Context: an optimization exercise on an open-source flow, tuned for small area, a short achievable clock period and few clock cycles per item. The choices shown serve that exercise and are no tape-out recipe. Function was checked by simulation only, so behaviour that the tests miss may differ from the original.

## design/flow/config.mk

```make
export PLATFORM = sky130hd
export DESIGN_NAME = gf_alu
export DESIGN_NICKNAME = gf_alu
export VERILOG_FILES = /design/flow/design.v
export SDC_FILE = /design/flow/constraint.sdc
export NUM_CORES = 4
export LEC_CHECK = 0
export CAP_MARGIN = 20
export CORE_MARGIN = 2
export CORE_UTILIZATION = 30
export SETUP_SLACK_MARGIN = 2.8
export SLEW_MARGIN = 20
```

## design/flow/constraint.sdc

```tcl
create_clock -name core_clock -period 7.0 [get_ports {clk}]
set_input_delay 1.4000 -clock core_clock [delete_from_list [all_inputs] [get_ports {clk}]]
set_output_delay 1.4000 -clock core_clock [all_outputs]
set_load 0.01 [all_outputs]
```

## design/flow/run.sh

```bash
#!/bin/bash
# synth_recipe.tcl (not shown) runs the flow's synth.tcl, then flattens the netlist and writes it again
# the make line also repeats each setting of config.mk as NAME=value (left out here)
make -C /OpenROAD-flow-scripts/flow DESIGN_CONFIG=/design/flow/config.mk WORK_HOME=/design/flow/orfs CLKGATE_MAP_FILE= SYNTH_SCRIPT=/design/flow/synth_recipe.tcl finish
```

## design/flow/design.v

```verilog
module gf_mul (
    input  wire       f10,
    input  wire [9:0] a,
    input  wire [9:0] b,
    output wire [9:0] p
);
    reg [18:0] c;
    integer i;
    always @(*) begin
        c = 19'd0;
        for (i = 0; i < 10; i = i + 1)
            if (b[i]) c = c ^ ({9'd0, a} << i);
    end
    wire [9:0] r10, r8;
    gf_red10 u_r10 (.c(c),        .r(r10));
    gf_red8  u_r8  (.c(c[14:0]),  .r(r8));
    assign p = f10 ? r10 : r8;
endmodule
module gf_sq (
    input  wire       f10,
    input  wire [9:0] x,
    output wire [9:0] y
);
    reg [18:0] c;
    integer i;
    always @(*) begin
        c = 19'd0;
        for (i = 0; i < 10; i = i + 1)
            c[2 * i] = x[i];
    end
    wire [9:0] r10, r8;
    gf_red10 u_r10 (.c(c),        .r(r10));
    gf_red8  u_r8  (.c(c[14:0]),  .r(r8));
    assign y = f10 ? r10 : r8;
endmodule
module gf_red10 (
    input  wire [18:0] c,
    output wire [9:0]  r
);
    reg [18:0] t;
    integer i;
    always @(*) begin
        t = c;
        for (i = 18; i >= 10; i = i - 1)
            if (t[i]) t = t ^ (19'h409 << (i - 10));
    end
    assign r = t[9:0];
endmodule
module gf_red8 (
    input  wire [14:0] c,
    output wire [9:0]  r
);
    reg [14:0] t;
    integer i;
    always @(*) begin
        t = c;
        for (i = 14; i >= 8; i = i - 1)
            if (t[i]) t = t ^ (15'h11B << (i - 8));
    end
    assign r = {2'b00, t[7:0]};
endmodule
module gf8_exp_lo (
    input  wire [3:0] addr,
    output wire [7:0] data
);
    wire [127:0] tab = 128'h3513F8A196722E1AFF5533110F050301;
    assign data = tab[8 * addr +: 8];
endmodule
module gf8_exp_hi (
    input  wire [3:0] addr,
    output wire [7:0] data
);
    wire [127:0] tab = 128'h391245FC9B9FC3FBFEB5834C53E55F01;
    assign data = tab[8 * addr +: 8];
endmodule
module gf8_log_rom (
    input  wire [7:0] addr,
    output wire [7:0] data
);
  wire new_n17, new_n18, new_n19, new_n20, new_n21, new_n22, new_n23,
    new_n24, new_n25, new_n26, new_n27, new_n28, new_n29, new_n30, new_n31,
    new_n32, new_n33, new_n34, new_n35, new_n36, new_n37, new_n38, new_n39,
    new_n40, new_n41, new_n42, new_n43, new_n44, new_n45, new_n46, new_n47,
    new_n48, new_n49, new_n50, new_n51, new_n52, new_n53, new_n54, new_n55,
    new_n56, new_n57, new_n58, new_n59, new_n60, new_n61, new_n62, new_n63,
    new_n64, new_n65, new_n66, new_n67, new_n68, new_n69, new_n70, new_n71,
    new_n72, new_n73, new_n74, new_n75, new_n76, new_n77, new_n78, new_n79,
    new_n80, new_n81, new_n82, new_n83, new_n84, new_n85, new_n86, new_n87,
    new_n88, new_n89, new_n90, new_n91, new_n92, new_n93, new_n94, new_n95,
    new_n96, new_n97, new_n98, new_n99, new_n100, new_n101, new_n102,
    new_n103, new_n104, new_n105, new_n106, new_n107, new_n108, new_n109,
    new_n110, new_n111, new_n112, new_n113, new_n114, new_n115, new_n116,
    new_n117, new_n118, new_n119, new_n120, new_n121, new_n122, new_n123,
    new_n124, new_n125, new_n126, new_n127, new_n128, new_n129, new_n130,
    new_n131, new_n132, new_n133, new_n134, new_n135, new_n136, new_n137,
    new_n138, new_n139, new_n140, new_n141, new_n142, new_n143, new_n144,
    new_n145, new_n146, new_n147, new_n148, new_n149, new_n150, new_n151,
    new_n152, new_n154, new_n155, new_n156, new_n157, new_n158, new_n159,
    new_n160, new_n161, new_n162, new_n163, new_n164, new_n165, new_n166,
    new_n167, new_n168, new_n169, new_n170, new_n171, new_n172, new_n173,
    new_n174, new_n175, new_n176, new_n177, new_n178, new_n179, new_n180,
    new_n181, new_n182, new_n183, new_n184, new_n185, new_n186, new_n187,
    new_n188, new_n189, new_n190, new_n191, new_n192, new_n193, new_n194,
    new_n195, new_n196, new_n197, new_n198, new_n199, new_n200, new_n201,
    new_n202, new_n203, new_n204, new_n205, new_n206, new_n207, new_n208,
    new_n209, new_n210, new_n211, new_n212, new_n213, new_n214, new_n215,
    new_n216, new_n217, new_n218, new_n219, new_n220, new_n221, new_n222,
    new_n223, new_n224, new_n225, new_n226, new_n227, new_n228, new_n229,
    new_n230, new_n231, new_n232, new_n233, new_n234, new_n235, new_n236,
    new_n237, new_n238, new_n239, new_n240, new_n241, new_n242, new_n243,
    new_n244, new_n245, new_n246, new_n247, new_n248, new_n249, new_n251,
    new_n252, new_n253, new_n254, new_n255, new_n256, new_n257, new_n258,
    new_n259, new_n260, new_n261, new_n262, new_n263, new_n264, new_n265,
    new_n266, new_n267, new_n268, new_n269, new_n270, new_n271, new_n272,
    new_n273, new_n274, new_n275, new_n276, new_n277, new_n278, new_n279,
    new_n280, new_n281, new_n282, new_n283, new_n284, new_n285, new_n286,
    new_n287, new_n288, new_n289, new_n290, new_n291, new_n292, new_n293,
    new_n294, new_n295, new_n296, new_n297, new_n298, new_n299, new_n300,
    new_n301, new_n302, new_n303, new_n304, new_n305, new_n306, new_n307,
    new_n308, new_n309, new_n310, new_n311, new_n312, new_n313, new_n314,
    new_n315, new_n316, new_n317, new_n318, new_n319, new_n320, new_n321,
    new_n322, new_n323, new_n324, new_n325, new_n326, new_n327, new_n328,
    new_n330, new_n331, new_n332, new_n333, new_n334, new_n335, new_n336,
    new_n337, new_n338, new_n339, new_n340, new_n341, new_n342, new_n343,
    new_n344, new_n345, new_n346, new_n347, new_n348, new_n349, new_n350,
    new_n351, new_n352, new_n353, new_n354, new_n355, new_n356, new_n357,
    new_n358, new_n359, new_n360, new_n361, new_n362, new_n363, new_n364,
    new_n365, new_n366, new_n367, new_n368, new_n369, new_n370, new_n371,
    new_n372, new_n373, new_n374, new_n375, new_n376, new_n377, new_n378,
    new_n379, new_n380, new_n381, new_n382, new_n383, new_n384, new_n385,
    new_n386, new_n387, new_n388, new_n389, new_n390, new_n391, new_n392,
    new_n393, new_n395, new_n396, new_n397, new_n398, new_n399, new_n400,
    new_n401, new_n402, new_n403, new_n404, new_n405, new_n406, new_n407,
    new_n408, new_n409, new_n410, new_n411, new_n412, new_n413, new_n414,
    new_n415, new_n416, new_n417, new_n418, new_n419, new_n420, new_n421,
    new_n422, new_n423, new_n424, new_n425, new_n426, new_n427, new_n428,
    new_n429, new_n430, new_n431, new_n432, new_n433, new_n434, new_n435,
    new_n436, new_n437, new_n438, new_n439, new_n440, new_n441, new_n442,
    new_n443, new_n444, new_n445, new_n446, new_n447, new_n448, new_n449,
    new_n450, new_n451, new_n453, new_n454, new_n455, new_n456, new_n457,
    new_n458, new_n459, new_n460, new_n461, new_n462, new_n463, new_n464,
    new_n465, new_n466, new_n467, new_n468, new_n469, new_n470, new_n471,
    new_n472, new_n473, new_n474, new_n475, new_n476, new_n477, new_n478,
    new_n479, new_n480, new_n481, new_n482, new_n483, new_n484, new_n485,
    new_n486, new_n487, new_n488, new_n489, new_n490, new_n491, new_n492,
    new_n493, new_n494, new_n495, new_n496, new_n497, new_n498, new_n499,
    new_n500, new_n501, new_n502, new_n503, new_n504, new_n505, new_n506,
    new_n507, new_n508, new_n509, new_n510, new_n511, new_n512, new_n513,
    new_n514, new_n516, new_n517, new_n518, new_n519, new_n520, new_n521,
    new_n522, new_n523, new_n524, new_n525, new_n526, new_n527, new_n528,
    new_n529, new_n530, new_n531, new_n532, new_n533, new_n534, new_n535,
    new_n536, new_n537, new_n538, new_n539, new_n540, new_n541, new_n542,
    new_n543, new_n544, new_n545, new_n546, new_n547, new_n548, new_n549,
    new_n550, new_n551, new_n552, new_n553, new_n554, new_n555, new_n556,
    new_n557, new_n558, new_n559, new_n560, new_n561, new_n562, new_n563,
    new_n564, new_n565, new_n566, new_n567, new_n568, new_n569, new_n570,
    new_n571, new_n572, new_n573, new_n574, new_n575, new_n576, new_n578,
    new_n579, new_n580, new_n581, new_n582, new_n583, new_n584, new_n585,
    new_n586, new_n587, new_n588, new_n589, new_n590, new_n591, new_n592,
    new_n593, new_n594, new_n595, new_n596, new_n597, new_n598, new_n599,
    new_n600, new_n601, new_n602, new_n603, new_n604, new_n605, new_n606,
    new_n607, new_n608, new_n609, new_n610, new_n611, new_n612, new_n613,
    new_n614, new_n615, new_n616, new_n617, new_n618, new_n619, new_n620,
    new_n621, new_n622, new_n623, new_n624, new_n625, new_n626, new_n627,
    new_n628, new_n629, new_n630, new_n631, new_n632, new_n633, new_n634;
  assign new_n17 = addr[0] & addr[1];
  assign new_n18 = addr[3] & ~new_n17;
  assign new_n19 = ~addr[1] & addr[2];
  assign new_n20 = new_n18 & ~new_n19;
  assign new_n21 = addr[1] & ~addr[2];
  assign new_n22 = new_n20 & ~new_n21;
  assign new_n23 = ~addr[2] & ~addr[3];
  assign new_n24 = addr[1] & new_n23;
  assign new_n25 = ~addr[3] & ~new_n21;
  assign new_n26 = ~addr[0] & ~addr[2];
  assign new_n27 = addr[0] & addr[2];
  assign new_n28 = ~new_n26 & ~new_n27;
  assign new_n29 = new_n25 & new_n28;
  assign new_n30 = ~new_n24 & ~new_n29;
  assign new_n31 = ~addr[0] & ~addr[1];
  assign new_n32 = ~new_n17 & ~new_n31;
  assign new_n33 = ~addr[0] & addr[2];
  assign new_n34 = ~addr[3] & ~new_n33;
  assign new_n35 = ~new_n32 & new_n34;
  assign new_n36 = ~new_n30 & ~new_n35;
  assign new_n37 = addr[4] & ~new_n36;
  assign new_n38 = ~new_n22 & new_n37;
  assign new_n39 = ~addr[2] & ~new_n31;
  assign new_n40 = new_n20 & ~new_n39;
  assign new_n41 = ~new_n18 & new_n39;
  assign new_n42 = ~addr[4] & ~new_n41;
  assign new_n43 = ~new_n40 & new_n42;
  assign new_n44 = ~addr[5] & ~new_n43;
  assign new_n45 = ~new_n38 & new_n44;
  assign new_n46 = ~addr[3] & ~new_n26;
  assign new_n47 = addr[1] & addr[2];
  assign new_n48 = addr[0] & ~addr[1];
  assign new_n49 = ~new_n47 & ~new_n48;
  assign new_n50 = new_n46 & new_n49;
  assign new_n51 = ~addr[4] & ~new_n50;
  assign new_n52 = addr[3] & ~new_n26;
  assign new_n53 = new_n32 & new_n52;
  assign new_n54 = new_n51 & ~new_n53;
  assign new_n55 = addr[2] & addr[3];
  assign new_n56 = addr[1] & new_n55;
  assign new_n57 = addr[4] & ~new_n56;
  assign new_n58 = addr[2] & ~addr[3];
  assign new_n59 = new_n17 & ~new_n58;
  assign new_n60 = ~addr[2] & addr[3];
  assign new_n61 = ~addr[1] & ~new_n60;
  assign new_n62 = ~new_n59 & ~new_n61;
  assign new_n63 = new_n57 & new_n62;
  assign new_n64 = addr[5] & ~new_n63;
  assign new_n65 = ~new_n54 & new_n64;
  assign new_n66 = ~new_n45 & ~new_n65;
  assign new_n67 = ~addr[7] & ~new_n66;
  assign new_n68 = addr[0] & addr[3];
  assign new_n69 = ~new_n21 & new_n68;
  assign new_n70 = addr[4] & ~new_n69;
  assign new_n71 = ~addr[1] & new_n60;
  assign new_n72 = new_n70 & ~new_n71;
  assign new_n73 = addr[0] & ~addr[2];
  assign new_n74 = ~addr[3] & ~new_n47;
  assign new_n75 = ~new_n73 & new_n74;
  assign new_n76 = new_n72 & ~new_n75;
  assign new_n77 = ~addr[4] & ~new_n55;
  assign new_n78 = addr[2] & new_n32;
  assign new_n79 = new_n46 & ~new_n78;
  assign new_n80 = new_n77 & ~new_n79;
  assign new_n81 = addr[5] & ~new_n80;
  assign new_n82 = ~new_n76 & new_n81;
  assign new_n83 = new_n48 & new_n58;
  assign new_n84 = new_n25 & ~new_n83;
  assign new_n85 = addr[4] & ~new_n84;
  assign new_n86 = addr[1] & addr[3];
  assign new_n87 = ~new_n26 & new_n86;
  assign new_n88 = new_n85 & ~new_n87;
  assign new_n89 = ~addr[0] & new_n74;
  assign new_n90 = ~addr[4] & ~new_n89;
  assign new_n91 = ~new_n52 & ~new_n86;
  assign new_n92 = new_n90 & new_n91;
  assign new_n93 = ~addr[5] & ~new_n92;
  assign new_n94 = ~new_n88 & new_n93;
  assign new_n95 = ~new_n82 & ~new_n94;
  assign new_n96 = addr[7] & ~new_n95;
  assign new_n97 = addr[6] & ~new_n96;
  assign new_n98 = ~new_n67 & new_n97;
  assign new_n99 = addr[3] & ~new_n28;
  assign new_n100 = ~addr[0] & addr[1];
  assign new_n101 = addr[3] & new_n100;
  assign new_n102 = ~new_n99 & ~new_n101;
  assign new_n103 = addr[4] & new_n102;
  assign new_n104 = ~new_n29 & new_n103;
  assign new_n105 = addr[3] & new_n28;
  assign new_n106 = ~new_n31 & new_n105;
  assign new_n107 = ~addr[4] & ~new_n86;
  assign new_n108 = ~addr[3] & ~new_n27;
  assign new_n109 = ~addr[0] & new_n47;
  assign new_n110 = new_n32 & ~new_n109;
  assign new_n111 = new_n108 & ~new_n110;
  assign new_n112 = new_n107 & ~new_n111;
  assign new_n113 = ~new_n106 & new_n112;
  assign new_n114 = ~new_n104 & ~new_n113;
  assign new_n115 = addr[5] & ~new_n114;
  assign new_n116 = ~addr[1] & ~addr[2];
  assign new_n117 = ~addr[3] & ~new_n116;
  assign new_n118 = ~new_n27 & ~new_n48;
  assign new_n119 = ~addr[4] & new_n118;
  assign new_n120 = ~new_n117 & new_n119;
  assign new_n121 = ~addr[5] & ~new_n120;
  assign new_n122 = new_n28 & new_n74;
  assign new_n123 = new_n61 & ~new_n68;
  assign new_n124 = ~new_n122 & new_n123;
  assign new_n125 = addr[4] & ~new_n59;
  assign new_n126 = ~new_n124 & new_n125;
  assign new_n127 = new_n121 & ~new_n126;
  assign new_n128 = addr[7] & ~new_n127;
  assign new_n129 = ~new_n115 & new_n128;
  assign new_n130 = ~new_n19 & ~new_n21;
  assign new_n131 = ~addr[0] & new_n130;
  assign new_n132 = addr[3] & new_n118;
  assign new_n133 = ~new_n130 & ~new_n132;
  assign new_n134 = ~new_n131 & ~new_n133;
  assign new_n135 = ~addr[4] & ~new_n134;
  assign new_n136 = addr[4] & ~new_n20;
  assign new_n137 = addr[1] & ~new_n28;
  assign new_n138 = new_n136 & ~new_n137;
  assign new_n139 = addr[5] & ~new_n138;
  assign new_n140 = ~new_n135 & new_n139;
  assign new_n141 = ~addr[4] & ~new_n24;
  assign new_n142 = new_n68 & ~new_n130;
  assign new_n143 = addr[3] & ~new_n142;
  assign new_n144 = new_n141 & ~new_n143;
  assign new_n145 = ~new_n31 & new_n58;
  assign new_n146 = new_n70 & ~new_n145;
  assign new_n147 = ~new_n144 & ~new_n146;
  assign new_n148 = ~addr[5] & ~new_n147;
  assign new_n149 = ~addr[7] & ~new_n148;
  assign new_n150 = ~new_n140 & new_n149;
  assign new_n151 = ~addr[6] & ~new_n150;
  assign new_n152 = ~new_n129 & new_n151;
  assign data[0] = ~new_n98 & ~new_n152;
  assign new_n154 = ~addr[1] & addr[3];
  assign new_n155 = ~addr[4] & ~new_n154;
  assign new_n156 = ~addr[3] & ~new_n83;
  assign new_n157 = ~new_n131 & new_n156;
  assign new_n158 = ~addr[3] & ~new_n157;
  assign new_n159 = new_n155 & ~new_n158;
  assign new_n160 = new_n18 & new_n39;
  assign new_n161 = addr[4] & ~new_n160;
  assign new_n162 = addr[0] & new_n74;
  assign new_n163 = addr[2] & ~new_n17;
  assign new_n164 = ~addr[3] & new_n163;
  assign new_n165 = ~new_n162 & ~new_n164;
  assign new_n166 = new_n161 & new_n165;
  assign new_n167 = ~addr[5] & ~new_n166;
  assign new_n168 = ~new_n159 & new_n167;
  assign new_n169 = addr[3] & ~new_n100;
  assign new_n170 = new_n49 & new_n169;
  assign new_n171 = ~addr[3] & ~new_n49;
  assign new_n172 = ~new_n170 & ~new_n171;
  assign new_n173 = ~addr[4] & ~new_n172;
  assign new_n174 = ~new_n27 & new_n154;
  assign new_n175 = addr[4] & ~new_n174;
  assign new_n176 = ~new_n157 & new_n175;
  assign new_n177 = addr[5] & ~new_n176;
  assign new_n178 = ~new_n173 & new_n177;
  assign new_n179 = ~addr[6] & ~new_n178;
  assign new_n180 = ~new_n168 & new_n179;
  assign new_n181 = ~new_n21 & ~new_n34;
  assign new_n182 = ~new_n52 & new_n181;
  assign new_n183 = ~new_n41 & ~new_n182;
  assign new_n184 = addr[4] & ~new_n183;
  assign new_n185 = ~new_n17 & new_n34;
  assign new_n186 = ~addr[4] & ~new_n185;
  assign new_n187 = new_n18 & ~new_n116;
  assign new_n188 = new_n186 & ~new_n187;
  assign new_n189 = ~addr[5] & ~new_n188;
  assign new_n190 = ~new_n184 & new_n189;
  assign new_n191 = addr[0] & ~addr[3];
  assign new_n192 = ~addr[2] & new_n191;
  assign new_n193 = ~new_n69 & ~new_n192;
  assign new_n194 = ~addr[0] & ~new_n19;
  assign new_n195 = new_n25 & new_n194;
  assign new_n196 = new_n193 & ~new_n195;
  assign new_n197 = addr[4] & ~new_n196;
  assign new_n198 = ~addr[0] & ~new_n116;
  assign new_n199 = ~addr[3] & ~new_n198;
  assign new_n200 = ~addr[4] & ~new_n71;
  assign new_n201 = ~new_n99 & new_n200;
  assign new_n202 = ~new_n199 & new_n201;
  assign new_n203 = ~new_n197 & ~new_n202;
  assign new_n204 = addr[5] & ~new_n203;
  assign new_n205 = addr[6] & ~new_n204;
  assign new_n206 = ~new_n190 & new_n205;
  assign new_n207 = ~new_n180 & ~new_n206;
  assign new_n208 = addr[7] & ~new_n207;
  assign new_n209 = ~new_n41 & new_n57;
  assign new_n210 = ~new_n69 & new_n209;
  assign new_n211 = new_n52 & ~new_n78;
  assign new_n212 = ~new_n116 & new_n191;
  assign new_n213 = ~addr[4] & ~new_n212;
  assign new_n214 = ~new_n211 & new_n213;
  assign new_n215 = ~addr[5] & ~new_n214;
  assign new_n216 = ~new_n210 & new_n215;
  assign new_n217 = ~addr[3] & ~new_n19;
  assign new_n218 = ~addr[0] & ~new_n25;
  assign new_n219 = new_n217 & ~new_n218;
  assign new_n220 = ~new_n164 & ~new_n174;
  assign new_n221 = new_n27 & ~new_n154;
  assign new_n222 = new_n220 & ~new_n221;
  assign new_n223 = ~new_n219 & new_n222;
  assign new_n224 = ~addr[4] & ~new_n223;
  assign new_n225 = ~new_n73 & new_n161;
  assign new_n226 = addr[5] & ~new_n225;
  assign new_n227 = ~new_n224 & new_n226;
  assign new_n228 = ~new_n216 & ~new_n227;
  assign new_n229 = addr[6] & ~new_n228;
  assign new_n230 = new_n32 & new_n34;
  assign new_n231 = new_n103 & ~new_n230;
  assign new_n232 = ~new_n58 & ~new_n60;
  assign new_n233 = addr[1] & ~new_n232;
  assign new_n234 = ~addr[4] & ~new_n233;
  assign new_n235 = ~addr[1] & new_n28;
  assign new_n236 = new_n232 & new_n235;
  assign new_n237 = new_n234 & ~new_n236;
  assign new_n238 = addr[5] & ~new_n237;
  assign new_n239 = ~new_n231 & new_n238;
  assign new_n240 = ~addr[2] & ~addr[4];
  assign new_n241 = ~new_n18 & new_n240;
  assign new_n242 = addr[1] & new_n191;
  assign new_n243 = addr[4] & ~new_n242;
  assign new_n244 = ~addr[5] & ~new_n243;
  assign new_n245 = ~new_n241 & new_n244;
  assign new_n246 = ~addr[6] & ~new_n245;
  assign new_n247 = ~new_n239 & new_n246;
  assign new_n248 = ~new_n229 & ~new_n247;
  assign new_n249 = ~addr[7] & ~new_n248;
  assign data[1] = ~new_n208 & ~new_n249;
  assign new_n251 = ~new_n58 & new_n137;
  assign new_n252 = ~addr[4] & ~new_n162;
  assign new_n253 = ~new_n251 & new_n252;
  assign new_n254 = ~new_n25 & ~new_n198;
  assign new_n255 = addr[4] & ~new_n254;
  assign new_n256 = new_n33 & ~new_n154;
  assign new_n257 = new_n255 & ~new_n256;
  assign new_n258 = ~addr[5] & ~new_n257;
  assign new_n259 = ~new_n253 & new_n258;
  assign new_n260 = ~new_n109 & new_n200;
  assign new_n261 = ~new_n28 & new_n217;
  assign new_n262 = new_n68 & ~new_n116;
  assign new_n263 = addr[5] & ~new_n262;
  assign new_n264 = ~new_n261 & new_n263;
  assign new_n265 = ~new_n260 & new_n264;
  assign new_n266 = ~new_n259 & ~new_n265;
  assign new_n267 = ~addr[6] & ~new_n266;
  assign new_n268 = addr[0] & new_n25;
  assign new_n269 = ~new_n105 & ~new_n268;
  assign new_n270 = addr[4] & ~new_n269;
  assign new_n271 = ~new_n32 & new_n52;
  assign new_n272 = ~new_n195 & new_n200;
  assign new_n273 = ~new_n271 & new_n272;
  assign new_n274 = addr[5] & ~new_n273;
  assign new_n275 = ~new_n270 & new_n274;
  assign new_n276 = ~addr[4] & ~new_n56;
  assign new_n277 = ~new_n122 & new_n276;
  assign new_n278 = ~addr[1] & ~addr[3];
  assign new_n279 = ~new_n48 & ~new_n278;
  assign new_n280 = new_n57 & new_n279;
  assign new_n281 = ~new_n277 & ~new_n280;
  assign new_n282 = ~addr[5] & ~new_n281;
  assign new_n283 = addr[6] & ~new_n282;
  assign new_n284 = ~new_n275 & new_n283;
  assign new_n285 = ~new_n267 & ~new_n284;
  assign new_n286 = addr[7] & ~new_n285;
  assign new_n287 = new_n47 & new_n191;
  assign new_n288 = ~new_n53 & ~new_n287;
  assign new_n289 = ~addr[4] & ~new_n288;
  assign new_n290 = ~addr[5] & ~new_n289;
  assign new_n291 = ~new_n55 & new_n100;
  assign new_n292 = addr[3] & ~new_n194;
  assign new_n293 = ~new_n291 & ~new_n292;
  assign new_n294 = addr[4] & new_n293;
  assign new_n295 = new_n290 & ~new_n294;
  assign new_n296 = ~new_n199 & ~new_n271;
  assign new_n297 = addr[4] & ~new_n296;
  assign new_n298 = new_n25 & ~new_n194;
  assign new_n299 = addr[1] & new_n68;
  assign new_n300 = new_n77 & ~new_n299;
  assign new_n301 = ~new_n298 & new_n300;
  assign new_n302 = addr[5] & ~new_n301;
  assign new_n303 = ~new_n297 & new_n302;
  assign new_n304 = ~new_n295 & ~new_n303;
  assign new_n305 = ~addr[6] & ~new_n304;
  assign new_n306 = ~addr[0] & new_n19;
  assign new_n307 = ~new_n137 & ~new_n306;
  assign new_n308 = ~new_n71 & new_n141;
  assign new_n309 = new_n307 & new_n308;
  assign new_n310 = new_n25 & ~new_n78;
  assign new_n311 = addr[4] & ~new_n261;
  assign new_n312 = addr[3] & new_n19;
  assign new_n313 = new_n311 & ~new_n312;
  assign new_n314 = ~new_n310 & new_n313;
  assign new_n315 = ~new_n309 & ~new_n314;
  assign new_n316 = addr[5] & ~new_n315;
  assign new_n317 = ~new_n83 & ~new_n218;
  assign new_n318 = new_n107 & new_n317;
  assign new_n319 = ~new_n55 & ~new_n132;
  assign new_n320 = addr[1] & new_n46;
  assign new_n321 = addr[4] & ~new_n320;
  assign new_n322 = new_n319 & new_n321;
  assign new_n323 = ~new_n318 & ~new_n322;
  assign new_n324 = ~addr[5] & ~new_n323;
  assign new_n325 = addr[6] & ~new_n324;
  assign new_n326 = ~new_n316 & new_n325;
  assign new_n327 = ~new_n305 & ~new_n326;
  assign new_n328 = ~addr[7] & ~new_n327;
  assign data[2] = ~new_n286 & ~new_n328;
  assign new_n330 = ~new_n19 & new_n132;
  assign new_n331 = ~addr[4] & ~new_n330;
  assign new_n332 = ~new_n142 & new_n331;
  assign new_n333 = ~new_n100 & new_n332;
  assign new_n334 = addr[4] & ~new_n132;
  assign new_n335 = ~new_n187 & new_n334;
  assign new_n336 = ~new_n212 & new_n335;
  assign new_n337 = ~addr[5] & ~new_n336;
  assign new_n338 = ~new_n333 & new_n337;
  assign new_n339 = addr[1] & ~new_n34;
  assign new_n340 = ~new_n73 & ~new_n339;
  assign new_n341 = new_n77 & ~new_n340;
  assign new_n342 = new_n57 & ~new_n230;
  assign new_n343 = addr[5] & ~new_n342;
  assign new_n344 = ~new_n341 & new_n343;
  assign new_n345 = ~addr[6] & ~new_n344;
  assign new_n346 = ~new_n338 & new_n345;
  assign new_n347 = new_n37 & ~new_n142;
  assign new_n348 = ~addr[4] & ~new_n100;
  assign new_n349 = new_n340 & new_n348;
  assign new_n350 = new_n121 & ~new_n349;
  assign new_n351 = ~new_n347 & new_n350;
  assign new_n352 = ~new_n117 & ~new_n142;
  assign new_n353 = new_n348 & ~new_n352;
  assign new_n354 = addr[4] & ~new_n26;
  assign new_n355 = ~new_n25 & new_n354;
  assign new_n356 = addr[5] & ~new_n355;
  assign new_n357 = ~new_n353 & new_n356;
  assign new_n358 = addr[6] & ~new_n357;
  assign new_n359 = ~new_n351 & new_n358;
  assign new_n360 = ~new_n346 & ~new_n359;
  assign new_n361 = ~addr[7] & ~new_n360;
  assign new_n362 = ~new_n145 & new_n332;
  assign new_n363 = new_n28 & new_n217;
  assign new_n364 = ~new_n299 & ~new_n363;
  assign new_n365 = new_n161 & new_n364;
  assign new_n366 = ~addr[5] & ~new_n365;
  assign new_n367 = ~new_n362 & new_n366;
  assign new_n368 = addr[3] & new_n110;
  assign new_n369 = ~addr[4] & ~new_n368;
  assign new_n370 = ~new_n320 & new_n369;
  assign new_n371 = ~new_n52 & ~new_n100;
  assign new_n372 = ~new_n75 & new_n371;
  assign new_n373 = addr[4] & ~new_n291;
  assign new_n374 = ~new_n372 & new_n373;
  assign new_n375 = addr[5] & ~new_n374;
  assign new_n376 = ~new_n370 & new_n375;
  assign new_n377 = ~new_n367 & ~new_n376;
  assign new_n378 = addr[6] & ~new_n377;
  assign new_n379 = ~new_n111 & ~new_n154;
  assign new_n380 = new_n161 & new_n379;
  assign new_n381 = ~new_n20 & ~new_n56;
  assign new_n382 = new_n186 & new_n381;
  assign new_n383 = ~addr[5] & ~new_n382;
  assign new_n384 = ~new_n380 & new_n383;
  assign new_n385 = ~new_n145 & ~new_n368;
  assign new_n386 = addr[4] & ~new_n385;
  assign new_n387 = ~new_n219 & new_n331;
  assign new_n388 = addr[5] & ~new_n387;
  assign new_n389 = ~new_n386 & new_n388;
  assign new_n390 = ~new_n384 & ~new_n389;
  assign new_n391 = ~addr[6] & ~new_n390;
  assign new_n392 = addr[7] & ~new_n391;
  assign new_n393 = ~new_n378 & new_n392;
  assign data[3] = ~new_n361 & ~new_n393;
  assign new_n395 = addr[3] & new_n163;
  assign new_n396 = ~new_n36 & ~new_n395;
  assign new_n397 = new_n90 & ~new_n396;
  assign new_n398 = new_n31 & ~new_n232;
  assign new_n399 = new_n209 & ~new_n398;
  assign new_n400 = ~new_n397 & ~new_n399;
  assign new_n401 = ~addr[5] & ~new_n400;
  assign new_n402 = ~new_n157 & new_n369;
  assign new_n403 = new_n311 & ~new_n330;
  assign new_n404 = addr[5] & ~new_n403;
  assign new_n405 = ~new_n402 & new_n404;
  assign new_n406 = ~new_n401 & ~new_n405;
  assign new_n407 = ~addr[7] & ~new_n406;
  assign new_n408 = new_n23 & ~new_n100;
  assign new_n409 = new_n335 & ~new_n408;
  assign new_n410 = ~new_n130 & ~new_n191;
  assign new_n411 = new_n77 & new_n410;
  assign new_n412 = ~addr[5] & ~new_n411;
  assign new_n413 = ~new_n409 & new_n412;
  assign new_n414 = ~new_n78 & new_n243;
  assign new_n415 = new_n39 & ~new_n68;
  assign new_n416 = new_n155 & ~new_n415;
  assign new_n417 = addr[5] & ~new_n416;
  assign new_n418 = ~new_n414 & new_n417;
  assign new_n419 = addr[7] & ~new_n418;
  assign new_n420 = ~new_n413 & new_n419;
  assign new_n421 = ~new_n407 & ~new_n420;
  assign new_n422 = addr[6] & ~new_n421;
  assign new_n423 = ~new_n50 & ~new_n75;
  assign new_n424 = ~addr[4] & ~new_n271;
  assign new_n425 = new_n423 & new_n424;
  assign new_n426 = addr[4] & ~new_n154;
  assign new_n427 = ~new_n53 & new_n426;
  assign new_n428 = ~new_n425 & ~new_n427;
  assign new_n429 = addr[5] & ~new_n428;
  assign new_n430 = addr[4] & new_n28;
  assign new_n431 = new_n364 & new_n430;
  assign new_n432 = ~addr[4] & new_n198;
  assign new_n433 = ~addr[5] & ~new_n432;
  assign new_n434 = ~new_n431 & new_n433;
  assign new_n435 = ~new_n429 & ~new_n434;
  assign new_n436 = ~addr[7] & ~new_n435;
  assign new_n437 = new_n30 & new_n72;
  assign new_n438 = new_n90 & new_n102;
  assign new_n439 = addr[5] & ~new_n438;
  assign new_n440 = ~new_n437 & new_n439;
  assign new_n441 = ~new_n48 & new_n58;
  assign new_n442 = ~new_n73 & ~new_n441;
  assign new_n443 = new_n155 & ~new_n442;
  assign new_n444 = ~addr[0] & new_n25;
  assign new_n445 = new_n70 & ~new_n444;
  assign new_n446 = ~new_n443 & ~new_n445;
  assign new_n447 = ~addr[5] & ~new_n446;
  assign new_n448 = addr[7] & ~new_n447;
  assign new_n449 = ~new_n440 & new_n448;
  assign new_n450 = ~new_n436 & ~new_n449;
  assign new_n451 = ~addr[6] & ~new_n450;
  assign data[4] = ~new_n422 & ~new_n451;
  assign new_n453 = ~new_n89 & ~new_n287;
  assign new_n454 = ~new_n26 & new_n154;
  assign new_n455 = new_n453 & ~new_n454;
  assign new_n456 = addr[4] & ~new_n455;
  assign new_n457 = new_n348 & new_n410;
  assign new_n458 = ~new_n456 & ~new_n457;
  assign new_n459 = ~addr[5] & ~new_n458;
  assign new_n460 = ~new_n107 & ~new_n234;
  assign new_n461 = new_n61 & ~new_n193;
  assign new_n462 = ~new_n218 & ~new_n461;
  assign new_n463 = ~new_n460 & ~new_n462;
  assign new_n464 = addr[4] & ~new_n235;
  assign new_n465 = ~new_n84 & new_n464;
  assign new_n466 = addr[5] & ~new_n465;
  assign new_n467 = ~new_n463 & new_n466;
  assign new_n468 = ~new_n459 & ~new_n467;
  assign new_n469 = ~addr[7] & ~new_n468;
  assign new_n470 = new_n243 & ~new_n262;
  assign new_n471 = ~addr[4] & ~new_n183;
  assign new_n472 = ~new_n470 & ~new_n471;
  assign new_n473 = ~addr[5] & ~new_n89;
  assign new_n474 = ~new_n472 & new_n473;
  assign new_n475 = ~new_n191 & new_n232;
  assign new_n476 = ~new_n17 & ~new_n475;
  assign new_n477 = ~addr[4] & ~new_n476;
  assign new_n478 = ~new_n35 & new_n70;
  assign new_n479 = addr[5] & ~new_n478;
  assign new_n480 = ~new_n477 & new_n479;
  assign new_n481 = addr[7] & ~new_n480;
  assign new_n482 = ~new_n474 & new_n481;
  assign new_n483 = ~new_n469 & ~new_n482;
  assign new_n484 = ~addr[6] & ~new_n483;
  assign new_n485 = ~addr[2] & ~new_n455;
  assign new_n486 = addr[4] & ~new_n78;
  assign new_n487 = ~new_n485 & new_n486;
  assign new_n488 = new_n107 & new_n220;
  assign new_n489 = addr[5] & ~new_n488;
  assign new_n490 = ~new_n487 & new_n489;
  assign new_n491 = new_n334 & new_n453;
  assign new_n492 = ~new_n298 & new_n319;
  assign new_n493 = new_n107 & ~new_n492;
  assign new_n494 = ~new_n491 & ~new_n493;
  assign new_n495 = ~addr[5] & ~new_n494;
  assign new_n496 = addr[7] & ~new_n495;
  assign new_n497 = ~new_n490 & new_n496;
  assign new_n498 = addr[4] & ~new_n395;
  assign new_n499 = ~new_n86 & ~new_n278;
  assign new_n500 = ~addr[2] & ~new_n499;
  assign new_n501 = new_n498 & ~new_n500;
  assign new_n502 = ~addr[4] & ~new_n278;
  assign new_n503 = ~new_n143 & new_n502;
  assign new_n504 = addr[5] & ~new_n503;
  assign new_n505 = ~new_n501 & new_n504;
  assign new_n506 = ~new_n48 & ~new_n339;
  assign new_n507 = new_n161 & ~new_n506;
  assign new_n508 = new_n51 & ~new_n299;
  assign new_n509 = ~addr[5] & ~new_n508;
  assign new_n510 = ~new_n507 & new_n509;
  assign new_n511 = ~addr[7] & ~new_n510;
  assign new_n512 = ~new_n505 & new_n511;
  assign new_n513 = addr[6] & ~new_n512;
  assign new_n514 = ~new_n497 & new_n513;
  assign data[5] = new_n484 | new_n514;
  assign new_n516 = ~addr[0] & ~new_n278;
  assign new_n517 = addr[4] & ~new_n47;
  assign new_n518 = ~new_n516 & new_n517;
  assign new_n519 = ~new_n299 & ~new_n306;
  assign new_n520 = ~new_n460 & new_n519;
  assign new_n521 = ~new_n518 & ~new_n520;
  assign new_n522 = ~addr[1] & new_n192;
  assign new_n523 = addr[5] & ~new_n522;
  assign new_n524 = ~new_n521 & new_n523;
  assign new_n525 = new_n136 & ~new_n157;
  assign new_n526 = ~new_n17 & new_n52;
  assign new_n527 = ~new_n108 & ~new_n526;
  assign new_n528 = ~addr[4] & ~new_n19;
  assign new_n529 = ~new_n46 & new_n528;
  assign new_n530 = ~new_n527 & new_n529;
  assign new_n531 = ~addr[5] & ~new_n530;
  assign new_n532 = ~new_n525 & new_n531;
  assign new_n533 = ~addr[6] & ~new_n532;
  assign new_n534 = ~new_n524 & new_n533;
  assign new_n535 = ~new_n36 & ~new_n142;
  assign new_n536 = ~addr[4] & ~new_n535;
  assign new_n537 = addr[5] & ~new_n527;
  assign new_n538 = ~new_n536 & new_n537;
  assign new_n539 = new_n193 & new_n317;
  assign new_n540 = new_n498 & ~new_n539;
  assign new_n541 = new_n107 & ~new_n441;
  assign new_n542 = ~addr[5] & ~new_n541;
  assign new_n543 = ~new_n540 & new_n542;
  assign new_n544 = addr[6] & ~new_n543;
  assign new_n545 = ~new_n538 & new_n544;
  assign new_n546 = ~new_n534 & ~new_n545;
  assign new_n547 = addr[7] & ~new_n546;
  assign new_n548 = addr[3] & new_n307;
  assign new_n549 = ~addr[4] & ~new_n287;
  assign new_n550 = ~new_n548 & new_n549;
  assign new_n551 = ~new_n169 & new_n311;
  assign new_n552 = ~addr[5] & ~new_n551;
  assign new_n553 = ~new_n550 & new_n552;
  assign new_n554 = addr[4] & ~new_n195;
  assign new_n555 = ~new_n106 & new_n554;
  assign new_n556 = ~new_n68 & new_n200;
  assign new_n557 = ~new_n310 & new_n556;
  assign new_n558 = addr[5] & ~new_n557;
  assign new_n559 = ~new_n555 & new_n558;
  assign new_n560 = ~addr[6] & ~new_n559;
  assign new_n561 = ~new_n553 & new_n560;
  assign new_n562 = ~new_n78 & new_n293;
  assign new_n563 = new_n276 & ~new_n562;
  assign new_n564 = ~new_n163 & new_n255;
  assign new_n565 = ~new_n563 & ~new_n564;
  assign new_n566 = ~addr[5] & ~new_n565;
  assign new_n567 = addr[4] & new_n423;
  assign new_n568 = ~addr[4] & ~new_n99;
  assign new_n569 = ~new_n164 & new_n568;
  assign new_n570 = ~new_n567 & ~new_n569;
  assign new_n571 = addr[5] & ~new_n101;
  assign new_n572 = ~new_n570 & new_n571;
  assign new_n573 = addr[6] & ~new_n572;
  assign new_n574 = ~new_n566 & new_n573;
  assign new_n575 = ~new_n561 & ~new_n574;
  assign new_n576 = ~addr[7] & ~new_n575;
  assign data[6] = ~new_n547 & ~new_n576;
  assign new_n578 = new_n141 & ~new_n287;
  assign new_n579 = new_n102 & new_n578;
  assign new_n580 = ~new_n21 & new_n373;
  assign new_n581 = ~new_n410 & new_n580;
  assign new_n582 = addr[5] & ~new_n581;
  assign new_n583 = ~new_n579 & new_n582;
  assign new_n584 = ~new_n31 & new_n442;
  assign new_n585 = addr[4] & ~new_n584;
  assign new_n586 = ~addr[4] & new_n163;
  assign new_n587 = ~new_n171 & new_n586;
  assign new_n588 = ~addr[5] & ~new_n587;
  assign new_n589 = ~new_n585 & new_n588;
  assign new_n590 = ~new_n583 & ~new_n589;
  assign new_n591 = addr[6] & ~new_n590;
  assign new_n592 = addr[3] & ~new_n307;
  assign new_n593 = new_n85 & ~new_n592;
  assign new_n594 = new_n218 & new_n499;
  assign new_n595 = ~addr[4] & ~new_n221;
  assign new_n596 = ~new_n594 & new_n595;
  assign new_n597 = addr[5] & ~new_n596;
  assign new_n598 = ~new_n593 & new_n597;
  assign new_n599 = addr[0] & ~new_n74;
  assign new_n600 = new_n464 & ~new_n599;
  assign new_n601 = ~addr[4] & new_n372;
  assign new_n602 = ~addr[5] & ~new_n601;
  assign new_n603 = ~new_n600 & new_n602;
  assign new_n604 = ~new_n598 & ~new_n603;
  assign new_n605 = ~addr[6] & ~new_n604;
  assign new_n606 = addr[7] & ~new_n605;
  assign new_n607 = ~new_n591 & new_n606;
  assign new_n608 = ~new_n86 & new_n194;
  assign new_n609 = addr[0] & new_n55;
  assign new_n610 = ~new_n23 & ~new_n609;
  assign new_n611 = ~new_n608 & new_n610;
  assign new_n612 = addr[4] & ~new_n611;
  assign new_n613 = ~new_n19 & ~new_n609;
  assign new_n614 = new_n51 & new_n613;
  assign new_n615 = addr[5] & ~new_n614;
  assign new_n616 = ~new_n612 & new_n615;
  assign new_n617 = ~new_n330 & new_n347;
  assign new_n618 = new_n181 & new_n348;
  assign new_n619 = ~addr[5] & ~new_n618;
  assign new_n620 = ~new_n617 & new_n619;
  assign new_n621 = ~new_n616 & ~new_n620;
  assign new_n622 = addr[6] & ~new_n621;
  assign new_n623 = ~new_n516 & ~new_n527;
  assign new_n624 = new_n136 & ~new_n623;
  assign new_n625 = new_n290 & ~new_n624;
  assign new_n626 = new_n70 & ~new_n100;
  assign new_n627 = ~new_n192 & new_n528;
  assign new_n628 = ~new_n160 & new_n627;
  assign new_n629 = ~new_n626 & ~new_n628;
  assign new_n630 = addr[5] & ~new_n629;
  assign new_n631 = ~addr[6] & ~new_n630;
  assign new_n632 = ~new_n625 & new_n631;
  assign new_n633 = ~addr[7] & ~new_n632;
  assign new_n634 = ~new_n622 & new_n633;
  assign data[7] = ~new_n607 & ~new_n634;
endmodule
module gf_alu (
    input  wire        clk,
    input  wire        rst,
    input  wire        start,
    input  wire [7:0]  op,
    input  wire [31:0] a,
    input  wire [31:0] b,
    output wire        ready,
    output reg         done,
    output wire [31:0] result,
    output reg         err,
    output wire [7:0]  errcode
);
    localparam [2:0] C_ADD  = 3'd0;    
    localparam [2:0] C_MUL  = 3'd1;    
    localparam [2:0] C_POW  = 3'd2;    
    localparam [2:0] C_LOOP = 3'd3;    
    localparam [2:0] C_ERRZ = 3'd4;    
    localparam [2:0] C_ILL  = 3'd5;    
    localparam [2:0] C_EXP  = 3'd6;    
    reg        errz;
    reg  [9:0] res;
    assign result  = {22'd0, res};
    assign errcode = {3'b000, err, 3'b000, errz};
    reg        v1;          
    reg  [2:0] cls;
    reg        f10;         
    reg  [9:0] p, q;        
    reg  [9:0] s;           
    reg  [9:0] c;           
    reg  [9:0] x;           
    reg  [1:0] cnt;         
    wire last    = (cls != C_POW) && !((cls == C_LOOP) && (cnt != 2'd0));
    assign ready = ~v1 | last;
    wire accept  = start & ready;
    wire       fin = op[5];                     
    wire [9:0] am  = {a[9:8] & {2{fin}}, a[7:0]};
    wire [9:0] bm  = {b[9:8] & {2{fin}}, b[7:0]};
    wire       a8z  = (a[7:0] == 8'd0);
    wire       a10z = a8z & (a[9:8] == 2'd0);
    wire [9:0] a2;
    gf_sq u_sqa (.f10(fin), .x(am), .y(a2));
    wire [7:0] log_a;
    gf8_log_rom u_log (.addr(a[7:0]), .data(log_a));
    wire [9:0] u10 = b[9:0], v10 = b[19:10], w10 = b[29:20], z10 = {8'd0, b[31:30]};
    wire [9:0] s10a = u10 ^ v10 ^ w10;
    wire [9:0] k10a = (u10 & v10) | (u10 & w10) | (v10 & w10);
    wire [9:0] c10a = {k10a[8:0], k10a[9]};
    wire [9:0] s10  = s10a ^ c10a ^ z10;
    wire [9:0] k10b = (s10a & c10a) | (s10a & z10) | (c10a & z10);
    wire [9:0] c10  = {k10b[8:0], k10b[9]};
    wire [7:0] u8 = b[7:0], v8 = b[15:8], w8 = b[23:16], z8 = b[31:24];
    wire [7:0] s8a = u8 ^ v8 ^ w8;
    wire [7:0] k8a = (u8 & v8) | (u8 & w8) | (v8 & w8);
    wire [7:0] c8a = {k8a[6:0], k8a[7]};
    wire [7:0] s8  = s8a ^ c8a ^ z8;
    wire [7:0] k8b = (s8a & c8a) | (s8a & z8) | (c8a & z8);
    wire [7:0] c8  = {k8b[6:0], k8b[7]};
    reg [2:0] cls_in;
    reg [9:0] p_in, q_in, s_in, c_in;
    always @(*) begin
        p_in = am;
        q_in = bm;
        s_in = fin ? s10 : {s8, 2'b00};
        c_in = fin ? c10 : {c8, 2'b00};
        case (op)
            8'h10, 8'h20: begin cls_in = C_ADD; p_in = am ^ bm; end
            8'h11, 8'h21: cls_in = C_MUL;
            8'h14: cls_in = C_EXP;
            8'h15: begin
                cls_in = a8z ? C_ERRZ : C_ADD;
                p_in   = {2'b00, log_a};
            end
            8'h12: begin
                cls_in = a8z ? C_ERRZ : C_EXP;
                p_in   = {2'b00, ~log_a};
            end
            8'h13, 8'h23: begin cls_in = C_POW; q_in = a2; end
            8'h22: begin
                cls_in = a10z ? C_ERRZ : C_POW;
                q_in   = a2;
                s_in   = 10'd1022;
                c_in   = 10'd0;
            end
            default: cls_in = C_ILL;
        endcase
    end
    wire       loop = (cls == C_LOOP);
    wire [9:0] p2, p4, x2;
    gf_sq u_sq1 (.f10(f10), .x(p),  .y(p2));
    gf_sq u_sq2 (.f10(f10), .x(p2), .y(p4));
    gf_sq u_sqx (.f10(f10), .x(x),  .y(x2));
    wire       texp = (cls == C_EXP);
    wire [7:0] exp_lo, exp_hi;
    gf8_exp_lo u_lo (.addr(p[3:0]), .data(exp_lo));
    gf8_exp_hi u_hi (.addr(p[7:4]), .data(exp_hi));
    wire [9:0] ma = loop ? p4 : texp ? {2'b00, exp_lo} : p;
    wire [9:0] mb = texp ? {2'b00, exp_hi} : q;
    wire [9:0] mp;
    gf_mul u_mul (.f10(f10), .a(ma), .b(mb), .p(mp));
    wire [10:0] es = {1'b0, s} + {1'b0, c};
    wire [9:0]  e  = es[9:0] + {7'd0, es[10] & ~f10, 1'b0, es[10] & f10};
    reg [9:0] p_first, q_first;
    always @(*) begin
        case (e[9:8])
            2'd0:    p_first = 10'd1;
            2'd1:    p_first = p;
            2'd2:    p_first = q;
            default: p_first = mp;
        endcase
        case (e[7:6])
            2'd0:    q_first = 10'd1;
            2'd1:    q_first = p;
            2'd2:    q_first = q;
            default: q_first = mp;
        endcase
    end
    reg [9:0] q_loop;
    always @(*) begin
        case (s[9:8])
            2'd0:    q_loop = 10'd1;
            2'd1:    q_loop = x;
            2'd2:    q_loop = x2;
            default: q_loop = c;
        endcase
    end
    always @(posedge clk) begin
        if (rst) begin
            v1   <= 1'b0;
            done <= 1'b0;
        end else begin
            done <= 1'b0;
            if (v1) begin
                if (last) begin
                    v1   <= 1'b0;
                    done <= 1'b1;
                    err  <= (cls == C_ERRZ) || (cls == C_ILL);
                    errz <= (cls == C_ERRZ);
                end
                case (cls)
                    C_ADD:  res <= p;
                    C_MUL, C_EXP: res <= mp;
                    C_POW: begin
                        x   <= p;
                        c   <= mp;
                        p   <= p_first;
                        q   <= q_first;
                        s   <= {e[5:0], 4'd0};
                        cnt <= f10 ? 2'd3 : 2'd2;
                        cls <= C_LOOP;
                    end
                    C_LOOP: begin
                        res <= mp;
                        p   <= mp;
                        q   <= q_loop;
                        s   <= {s[7:0], 2'b00};
                        cnt <= cnt - 2'd1;
                    end
                    default: res <= 10'd0;
                endcase
            end
            if (accept) begin
                v1  <= 1'b1;
                cls <= cls_in;
                f10 <= fin;
                p   <= p_in;
                q   <= q_in;
                s   <= s_in;
                c   <= c_in;
            end
        end
    end
endmodule
```

==> impl_metrics.json, run 1 <==
{
  "status": "complete, no violations",
  "placementRows": 71,
  "slew_viol_final": 0,
  "drc": 0,
  "final_common_cell": "nor2_1",
  "r2r_start": "s[0]",
  "tns_ns": 0,
  "cts.sink_count": 70,
  "fin_ws_ns": 2.47,
  "synthToLayoutAreaGrowth_pct": 28.1,
  "hold_path_end": "cnt[0]",
  "synth_edf_count": 68,
  "synth-seq-cells": 70,
  "grt_pass1_vias": 11300,
  "critPathLaunchType": "input port",
  "avgSynthCellArea_um2": 7.75,
  "wire_per_inst_um": 21.6,
  "via_per_inst": 5.80,
  "rsz0062_at_grt": "yes",
  "grt_max_degree": 48,
  "hold_buffers": 0,
  "drive_gt1_frac": 0.206,
  "ys_warn_count": 5,
  "setup_viol": 0,
  "min_path_type": "flop to flop",
  "finalNetCount": 1744,
  "cts.path.max_buffers": 2,
  "dpl.hpwl_mm": 31.4,
  "critPathLaunch": "a[1]",
  "cts-root-buf": "clkbuf_16",
  "skew_ns": 0.00700,
  "async_flop_share": 0,
  "mostFrequentLayoutCells": "nor2_1, nand2_1, buf_4",
  "grt_pass1_wl_mm": 67.1,
  "wl_mm": 45.3,
  "die_w_um": 198,
  "cp.arrival_ns": 4.62,
  "yosysSeqAreaShare": 0.184,
  "io_pins": 118,
  "worstPathRequired_ns": 7.09,
  "cts.clk_slew.worst_paths_ns": 0.06,
  "start_util": 0.303,
  "hold_viol_final": 0,
  "hold_path_depth": 1,
  "r2r_cells": 22,
  "grt.total_usage": 0.221,
  "antenna_cells": 0,
  "core_um2": 37400,
  "synth_flop_cell": "edfxtp_1",
  "io_buffer_count": 67,
  "clk_latency_ns": 0.34,
  "worstHoldStart": "cnt[0]",
  "tightest_slew_ns": 1.29,
  "vias": 12200,
  "synth.distinct_cells": 88,
  "path_class": "input port to flop",
  "antenna_found_initial": 0,
  "antenna_left": 0,
  "synthesis.area_um2": 11300,
  "synthCells": 1461,
  "max_cap_violations": 0,
  "cts_buffers": 9,
  "max_freq_mhz": 221,
  "die_area_um2": 39300,
  "dr.pass1.iters": 6,
  "dpl_worst_slack_ns": 1.57,
  "cts_tree": "done",
  "fin_crit_sh": 0.647,
  "cts_htree_levels": 3,
  "cp-end-kind": "flop",
  "gp_congestion": 1.04,
  "crit_fanout": 6,
  "r2r-end": "p[3]",
  "die_h_um": 198,
  "regToRegSetupSlack_ns": 2.57,
  "period_needed_ns": 4.53,
  "first_iter_violations": 1882,
  "overflow": 0,
  "maxSlewHeadroom": 0.119
}
-- cells in the mapped netlist (all sizes together), types with 4 or more instances --
cell     instances  area, µm²
xnor2          107        952
mux4             5        113
nand3           41        205
nand4            4       25.0
a21oi          117        586
o21ai          113        566
nor3            33        165
mux2i           23        230
o21bai           8       60.1
or3              4       25.0
and2             8       50.1
edfxtp          68       2040
a2111oi          8       70.1
o31a             5       43.8
o311ai          10       87.6
nor2           171        647
ha              52        651
o31ai            9       67.6
a311oi           4       35.0
o21a             6       45.0
a21o             7       52.6
or2              7       43.8
o211ai          20        150
nand3b           7       56.3
and3             5       31.3
buf             61        389
inv             62        233
a22o             5       43.8
fa              29        581
o22ai           16        100
a211oi          18        148
nand2          145        544
a22oi            9       72.6
nor2b           25        156
a32oi            5       43.8
o221ai           4       35.0
o311a            4       40.0
xnor3           18        407
xor2            29        262
clkbuf          72        272
a31oi           18        113
nand2b          26        170
a221oi          20        194
mux2             6       71.3
-- worst max-delay path: stages --
cell	delay, ns
clkdlybuf4s50_1	0.55
clkinvlp_4	0.26
ha_1	0.47
nor2_1	0.09
a211oi_1	0.50
o22ai_1	0.18
mux4_2	0.50
mux2i_2	0.28
mux2i_1	0.13
o31a_1	0.25
-- through the flow --
stage	util	std cells	hold slack [ns]	cell area [µm²]
2_1_floorplan	-	1488	0.421	11500
3_3_place_gp	0.330	1960	0.581	12300
3_5_place_dp	0.330	1960	0.587	12300
4_1_cts	0.374	2069	0.599	14000
5_1_grt	0.388	2104	0.637	14500
6_report	0.388	2104	0.595	14500
-- registers in the layout (all words and copies together), names as in the netlist --
register,count
c,10
p,10
q,10
res,10
s,10
x,10
cls,3
cnt,2
done,1
err,1
errz,1
f10,1
v1,1
-- what timing repair did --
item                       in CTS  in global routing
cloned                          2                  3
pin swaps                      34                 30
setup endpoints to repair      60                 60
resized for setup             114                 55
setup buffers                  91                 32
-- worst max path at each step --
stage | end | slack (ns) | cells after the start
floorplan | p[4] | 2.81 | 13
global placement | p[2] | 1.61 | 15
detailed placement | p[2] | 1.57 | 15
CTS | p[3] | 2.56 | 22
global route | p[1] | 2.33 | 22
finish | p[1] | 2.47 | 10
-- final cells by class --
| class | instances | area, µm² |
|---|---|---|
| Clock buffer | 9 | 225 |
| Clock inverter | 7 | 113 |
| Fill cell | 3688 | 22900 |
| Inverter | 63 | 255 |
| Multi-Input combinational cell | 1226 | 9240 |
| Sequential cell | 70 | 2080 |
| Tap cell | 511 | 639 |
| Timing Repair Buffer | 218 | 1960 |
-- logic make-up (layout without fill, tap and decap cells) --
kind of cell               after synthesis  count (layout)  share of synthesized area
other                                    1              28                   0.000331
AOI/OAI and AO/OA                      432             433                      0.247
DFF                                     70              70                      0.184
and+or+nand+nor                        491             494                      0.198
buffers and inverters                  196             297                     0.0792
adders and majority gates               81              81                      0.109
muxes                                   34              34                     0.0366
xor gates and xnor gates               156             156                      0.147
-- layer usage --
| metal | wire (µm) | track usage | vias to the layer above |
|---|---|---|---|
| li1 | - | - | 5440 |
| met3 | 4540 | 0.0385 | 145 |
| met2 | 20700 | 0.354 | 838 |
| met4 | 1750 | 0.0791 | 0 |
| met1 | 18400 | 0.299 | 5773 |
| met5 | 0 | 0 | - |
Testbench counts, summed over its fixed seeds: cycles 4,818, items 3,200.
==> run 2: changes to the inputs <==
--- a/design/flow/config.mk
+++ b/design/flow/config.mk
@@ -10,3 +10,3 @@
 export CORE_UTILIZATION = 30
-export SETUP_SLACK_MARGIN = 2.8
+export SETUP_SLACK_MARGIN = 3.2
 export SLEW_MARGIN = 20
==> run 2 against run 1 <==
- design area is 4.6% higher
- largest cell class unchanged
- sequential cell count stayed put
- core utilization is 1.8 points higher
- worst hold slack better by 0.013 ns
- cell count is 1.7% higher
- sequential share of layout area is 0.63 points lower
- worst setup slack worse by 0.022 ns
- fmax is 0.48% lower
- still clean on timing, DRC and antenna
- via count is 1.3% higher
- die area stayed put
==> impl_metrics.json, run 2 <==
{
  "max_freq_mhz": 220,
  "first_iter_violations": 1477,
  "status": "complete, no violations",
  "max_cap_violations": 0,
  "tns_ns": 0,
  "r2r-end": "p[3]",
  "mostFrequentLayoutCells": "nor2_1, buf_4, nand2_1",
  "final_common_cell": "nor2_1",
  "core_um2": 37400,
  "fillerInstances": 3634,
  "ys_warn_count": 5,
  "tightest_slew_ns": 0.973,
  "dp.cells": 1966,
  "hold_viol_final": 0,
  "r2r_cells": 23,
  "dr.pass1.iters": 6,
  "cts_tree": "done",
  "wire_per_inst_um": 22.3,
  "grt_max_degree": 48,
  "fin_cells": 2140,
  "clk_latency_ns": 0.35,
  "setup_viol": 0,
  "async_flop_share": 0,
  "cts.clk_slew.worst_paths_ns": 0.06,
  "via_per_inst": 5.77,
  "ys_top_cells_by_count": "nor2_1, nand2_1, a21oi_1",
  "hold_path_depth": 1,
  "gp_congestion": 1.02,
  "hold_buffers": 0,
  "rsz0062_at_grt": "yes",
  "cts-root-buf": "clkbuf_16",
  "placed_cell_area_um2": 12500,
  "die_area_um2": 39300,
  "grt_pass1_wl_mm": 70.5,
  "synthCells": 1461,
  "placementRows": 71,
  "slew_viol_final": 0,
  "cp.arrival_ns": 4.64,
  "crit_chain": "buf_2 -> buf_4 -> ha_1 -> inv_1 -> o22ai_1 -> mux2_2 -> o21ai_0 -> nand2_1 -> o21ai_0 -> mux4_2 -> mux2i_1 -> o31a_1",
  "cts.sink_count": 70,
  "crit_path_frequent_cell": "o21ai_0",
  "fin_crit_sh": 0.650,
  "die_h_um": 198,
  "vias": 12400,
  "antenna_found_initial": 2,
  "cp_slowest_cell": "mux4_2",
  "avgSynthCellArea_um2": 7.75,
  "worstPathRequired_ns": 7.09,
  "synth_flop_cell": "edfxtp_1",
  "grt_pass1_vias": 11600,
  "cts.path.max_buffers": 2,
  "synth.distinct_cells": 88,
  "dpl.hpwl_mm": 32.5,
  "cp-end-kind": "flop",
  "cp_slowest_stage_delay_ns": 0.53,
  "critPathLaunchType": "input port",
  "synth_edf_count": 68,
  "die_w_um": 198,
  "antenna_left": 0,
  "skew_ns": 0.00499,
  "synth-seq-cells": 70,
  "min_path_type": "flop to flop",
  "drive_gt1_frac": 0.247,
  "crit_buf_inv": 3,
  "yosysTopAreaCellShare": 0.180,
  "period_needed_ns": 4.55,
  "wl_mm": 47.8,
  "maxSlewHeadroom": 0.352,
  "overflow": 0,
  "holdWs_ns": 0.607,
  "io_buffer_count": 67,
  "worstHoldStart": "cnt[0]",
  "yosysSeqAreaShare": 0.184,
  "path_class": "input port to flop",
  "synth.most_common_cell": "nor2_1",
  "antenna_cells": 0,
  "synth_area_leaders": "edfxtp_1, xnor2_1, ha_1, nor2_1, a21oi_1",
  "drc": 0,
  "cts_buffers": 9,
  "finalNetCount": 1780,
  "cp_top_family": "buffers and inverters",
  "synthesis.area_um2": 11300,
  "start_util": 0.303,
  "regToRegSetupSlack_ns": 2.54,
  "grt.total_usage": 0.235,
  "r2r_start": "c[2]",
  "final_area_um2": 15200,
  "io_pins": 118,
  "synthToLayoutAreaGrowth_pct": 34.0,
  "cts_htree_levels": 3,
  "crit_fanout": 37,
  "synth_area_leader_cell": "edfxtp_1",
  "hold_path_end": "cnt[0]"
}
==> run 2: layout make-up <==
cell class	count	area, µm²	share of cell area
well taps	511	639	0.0421
inverters	63	258	0.0170
clock buffers	9	225	0.0148
clock inverters	7	56.3	0.00371
flip-flops and latches	70	2080	0.137
repair buffers	253	2290	0.151
multi-input cells	1227	9630	0.634
==> run 2: worst max path at each step <==
stage / startpoint / endpoint / slack, ns / cells past startpoint
after floorplan: c[0] / q[0] / 2.91 / 20
after global placement: a[0] / p[3] / 1.64 / 15
after CTS: s[0] / p[4] / 2.58 / 22
after global routing: c[0] / p[6] / 2.33 / 22
after detailed placement: p[5] / p[2] / 1.69 / 15
final: a[3] / p[5] / 2.45 / 12
==> run 2: cells by family after synthesis <==
family                   Yosys count  synth area share
buffers and inverters            196            0.0792
XOR/XNOR                         156             0.147
AND/OR/NAND/NOR                  491             0.198
flip-flops                        70             0.184
multiplexers                      34            0.0366
adder cells (fa/ha/maj)           81             0.109
AO/OA/AOI/OAI                    432             0.247
other                              1          0.000331
==> run 2: through the flow <==
step | utilization | worst slack [ns]
after floorplan | - | 2.91
after global placement | 0.334 | 1.64
after detailed placement | 0.334 | 1.69
after CTS | 0.383 | 2.58
after global routing | 0.406 | 2.33
final | 0.406 | 2.45
==> run 2: per-layer routing <==
metal | global-route usage | part of all wire
met2 | 0.383 | 0.46
met5 | 0 | 0.00019
met1 | 0.306 | 0.40
met3 | 0.0366 | 0.088
met4 | 0.106 | 0.053
==> run 2: repair_timing <==
action,4_1_cts,5_1_grt
pin swaps,43,61
gates cloned,7,0
endpoints found under the setup margin,66,66
buffers inserted,106,45
gates resized for setup,119,114

what the ideal ports hide:
The flow's constraints put no driver on any port. The routed layouts listed below were extracted and timed again, unchanged, in two steps.
Step 1 assumes that a clkbuf_16 drives the clock port and a buf_2 every other input.
Step 2 also shifts input and output timing later by t, the mid clock arrival at the registers, as if the neighbouring blocks saw the same clock.
Three values: no drivers, after step 1, after step 2; two values: the first two.
run | t (ns) | slack for setup (ns) | worst setup path at the end | worst slew at a driven data input, ns | cell pins on the clock port's net
run 1 | 0.379 | 2.471 / 2.486 / 2.107 | input to register | 0.07 | 1
run 2 | 0.382 | 2.449 / 2.464 / 2.083 | input to register | 0.06 | 1
After both steps every run listed still meets setup and hold. The setup slack of run 2, which loses most, moves by +0.015 ns with the drivers and by -0.366 ns with both steps.
